This design comes from an exercise in tuning for small area and few clock cycles on the open sky130 flow, not from production work.
No driver is modelled on the clock port, so clocking that relies on it looks cheaper here than on a real chip.

Setup of branch yarrow:
Design fdc_top, start of the top module:
module fdc_top (
    input  wire        clk,
    input  wire        rst,           
    input  wire        cpu_req,
    input  wire        cpu_we,
    input  wire [2:0]  cpu_port,
    input  wire [7:0]  cpu_wdata,
    output reg         cpu_ack,
    output reg  [7:0]  cpu_rdata,
    input  wire        host_load,
    input  wire        host_eject,
    input  wire [20:0] med_size,
    output reg         med_re,
    output reg         med_we,
    output reg  [20:0] med_addr,
    output reg  [7:0]  med_wdata,
    input  wire [7:0]  med_rdata,
    output wire        irq,
    output wire        io_active,
    output reg         flush
);
Settings: LEC_CHECK=0, CAP_MARGIN=20, CORE_MARGIN=2, CORE_UTILIZATION=40, SLEW_MARGIN=20, BUFFER_PORTS_ARGS=-buffer_cell sky130_fd_sc_hd__buf_1, CTS_ARGS=-sink_clustering_enable -repair_clock_nets -dont_use_dummy_load -buf_list {sky130_fd_sc_hd__clkbuf_4}, POST_CTS_TCL=/design/flow/flow/post_cts.tcl; clock period 10.0 ns.
standard.sh (not shown) runs the stock make flow with config.mk's settings and CLKGATE_MAP_FILE= SYNTH_SCRIPT=/design/flow/synth_recipe.tcl, a recipe that flattens the netlist after the stock synthesis.
==> flow/flow/run.sh <==
#!/bin/bash
# Own layout flow: the standard flow (standard.sh) with two changes.
#  1. After the standard synthesis, the combinational logic between the
#     registers is mapped again by ABC with an area-oriented script
#     (remap.abc). The registers stay exactly as the standard synthesis made
#     them: the same cells with the same names.
#  2. ORFS settings (extra.mk): port buffers as buf_1 cells, and a clock tree
#     of clkbuf_4 cells without dummy loads, whose buffers with a slow output
#     become clkbuf_8 cells after the clock tree is built (post_cts.tcl).
# Each step writes its full output to a log file of its own here.
set -euo pipefail
WORK=$PWD
RES=$WORK/orfs/results/$FLOW_PLATFORM/fdc_top/base
LIB=$FLOW_HOME/platforms/$FLOW_PLATFORM/lib/sky130_fd_sc_hd__tt_025C_1v80.lib

cat flow/extra.mk >> config.mk
echo "export POST_CTS_TCL = $WORK/flow/post_cts.tcl" >> config.mk

# 1. the standard synthesis
bash standard.sh synth > log_1_synth.txt 2>&1
cp "$RES/1_2_yosys.v" "$WORK/synth_standard.v"

# 2. map the combinational logic again, keeping the registers
DONT_USE=$(awk '/^export DONT_USE_CELLS/ {on=1} on {print} on && !/\\$/ {on=0}' \
    "$FLOW_HOME/platforms/$FLOW_PLATFORM/config.mk" | sed 's/export DONT_USE_CELLS *+= *//; s/\\//g' | tr -s ' \n' ' ')
DU_ARGS=""
for c in $DONT_USE; do DU_ARGS="$DU_ARGS -dont_use $c"; done
cat > remap.ys <<YS
read_liberty -ignore_miss_func $LIB
read_verilog $WORK/synth_standard.v
hierarchy -top $FLOW_TOP
blackbox sky130_fd_sc_hd__*df*
flatten
opt_clean -purge
techmap
opt -fast
abc -script $WORK/flow/remap.abc -liberty $LIB $DU_ARGS
opt_clean -purge
hilomap -singleton -hicell sky130_fd_sc_hd__conb_1 HI -locell sky130_fd_sc_hd__conb_1 LO
insbuf -buf sky130_fd_sc_hd__buf_4 A X
opt_clean -purge
select -module $FLOW_TOP
stat -liberty $LIB
write_verilog -noattr -nohex -nodec -selected $WORK/synth_remapped.v
YS
yosys -s remap.ys > log_2_remap.txt 2>&1
# the registers must be those of the standard synthesis
regs() { grep -oE 'sky130_fd_sc_hd__[a-z]*df[a-z0-9_]* +[^ (]+' "$1" | sort; }
if ! cmp -s <(regs "$WORK/synth_standard.v") <(regs "$WORK/synth_remapped.v"); then
    echo "remapped netlist changed the registers" >&2
    exit 1
fi
cp "$WORK/synth_remapped.v" "$RES/1_2_yosys.v"
touch "$RES/1_2_yosys.v"

# 3. the rest of the standard flow, from the new netlist
bash standard.sh > log_3_layout.txt 2>&1
Other scripts of this flow, unchanged in this note and not shown: flow/flow/extra.mk, flow/flow/post_cts.tcl, flow/flow/remap.abc
> inputs changed (branch yarrow -> branch maple)
-- flow/design.v --
<<< branch yarrow, line 36
    reg [4:0]  st0_q;             
    reg        sd_present;        
    reg        win_closed;
    reg [8:0]  win_pos;
    reg        tohost;            
    reg [11:0] lba;
>>> branch maple, line 36
    reg [4:0]  st0_q;             
    reg        sd_present;        
    reg [9:0]  moved;
    reg        tohost;            
    reg [11:0] lba;
<<< branch yarrow, line 51
    reg        present;
    reg        changed;
    wire no_pending = win_closed;
    wire last_byte  = !win_closed && (win_pos == 9'h100);
    assign irq       = irq_q;
    assign io_active = present && (phase != PH_IDLE || !no_pending);
>>> branch maple, line 50
    reg        present;
    reg        changed;
    wire no_pending = moved[9];
    wire last_byte  = !moved[9] && (moved[8:0] == 9'd511);
    assign irq       = irq_q;
    assign io_active = present && (phase != PH_IDLE || !no_pending);
<<< branch yarrow, line 230
        if (step) begin
            if (!present) changed <= 1'b1;
            win_pos <= (win_pos == 9'h1ff) ? 9'd0 : {win_pos[7:0], ~(win_pos[8] ^ win_pos[4])};
            if (last_byte) win_closed <= 1'b1;
            if (last_byte && in_exec) begin
                irq_q <= 1'b1;
>>> branch maple, line 229
        if (step) begin
            if (!present) changed <= 1'b1;
            moved <= moved + 10'd1;
            if (last_byte && in_exec) begin
                irq_q <= 1'b1;
<<< branch yarrow, line 252
                        if (acc_soft_reset) begin
                            phase    <= PH_IDLE;
                            win_closed <= 1'b1;
                        end
                        if (acc_cmd_byte) begin
>>> branch maple, line 250
                        if (acc_soft_reset) begin
                            phase    <= PH_IDLE;
                            moved[9] <= 1'b1;
                        end
                        if (acc_cmd_byte) begin
<<< branch yarrow, line 287
                                    H_RDDATA, H_WRDATA: begin
                                        tohost  <= (cmd_h == H_RDDATA);
                                        win_closed <= 1'b0;
                                        win_pos <= 9'h1ff;
                                        if (cmd_h == H_RDDATA) begin
                                            lba     <= rd_lba;
>>> branch maple, line 285
                                    H_RDDATA, H_WRDATA: begin
                                        tohost  <= (cmd_h == H_RDDATA);
                                        moved   <= 10'd0;
                                        if (cmd_h == H_RDDATA) begin
                                            lba     <= rd_lba;
<<< branch yarrow, line 306
                                    H_RDTRACK, H_RDDEL, H_WRDEL, H_SCAN: begin
                                        tohost   <= (cmd_h == H_RDTRACK || cmd_h == H_RDDEL);
                                        win_closed <= 1'b1;
                                        st0_q <= {2'b00, cb1};
                                        irq_q <= 1'b1;
>>> branch maple, line 303
                                    H_RDTRACK, H_RDDEL, H_WRDEL, H_SCAN: begin
                                        tohost   <= (cmd_h == H_RDTRACK || cmd_h == H_RDDEL);
                                        moved[9] <= 1'b1;
                                        st0_q <= {2'b00, cb1};
                                        irq_q <= 1'b1;
<<< branch yarrow, line 343
                        changed  <= 1'b1;
                        phase    <= PH_IDLE;
                        win_closed <= 1'b1;
                    end
                end else if (host_load) begin
>>> branch maple, line 340
                        changed  <= 1'b1;
                        phase    <= PH_IDLE;
                        moved[9] <= 1'b1;
                    end
                end else if (host_load) begin
<<< branch yarrow, line 368
            state    <= S_READY;
            phase    <= PH_IDLE;
            win_closed <= 1'b1;
            st0_q    <= 5'd0;
            lba      <= 12'd0;
>>> branch maple, line 365
            state    <= S_READY;
            phase    <= PH_IDLE;
            moved[9] <= 1'b1;
            st0_q    <= 5'd0;
            lba      <= 12'd0;
--- outcome ---
- branch maple vs branch yarrow: post-detailed-route wirelength per cell up by a few percent
- | setup slack after layout | branch maple vs branch yarrow | better |
- As far as clock-buffer cell count is concerned, branch yarrow and branch maple perform about the same.
- Compared with branch yarrow, branch maple shows a lower post-synthesis to final-layout area growth.
- branch maple: PASS, flow complete, no timing, DRC or antenna violations
- branch maple vs branch yarrow, fraction of area in multi-input gates went up by 1.3 points.
No run of this note included a check of the RTL's function; only the layout flow was run.

## separate check: timing with driven ports
The flow's constraints put no driver on any port. The routed layouts listed below were extracted and timed again, unchanged, in two steps. Step 1 (the two cells are an assumption about what drives the block):
set clk [get_ports {clk}]
set_driving_cell -lib_cell sky130_fd_sc_hd__clkbuf_16 $clk
set_driving_cell -lib_cell sky130_fd_sc_hd__buf_2 [delete_from_list [all_inputs] $clk]
Step 2 also shifts input and output timing later by t, the mid clock arrival at the registers, as if the neighbouring blocks saw the same clock. Slacks: no drivers / after step 1 / after step 2; pairs: no drivers / after step 1.
| run | t, ns | setup WS [ns] | clock arrival spread, ns |
|---|---|---|---|
| branch yarrow | 0.460 | 0.448 / 0.418 / 0.418 | 0.037 / 0.037 |
| branch maple | 0.470 | 0.581 / 0.555 / 0.555 | 0.033 / 0.032 |
After both steps setup and hold are still met in every run listed. For branch yarrow, which loses most, drivers alone change the setup slack by -0.030 ns; drivers and shift together by -0.030 ns.
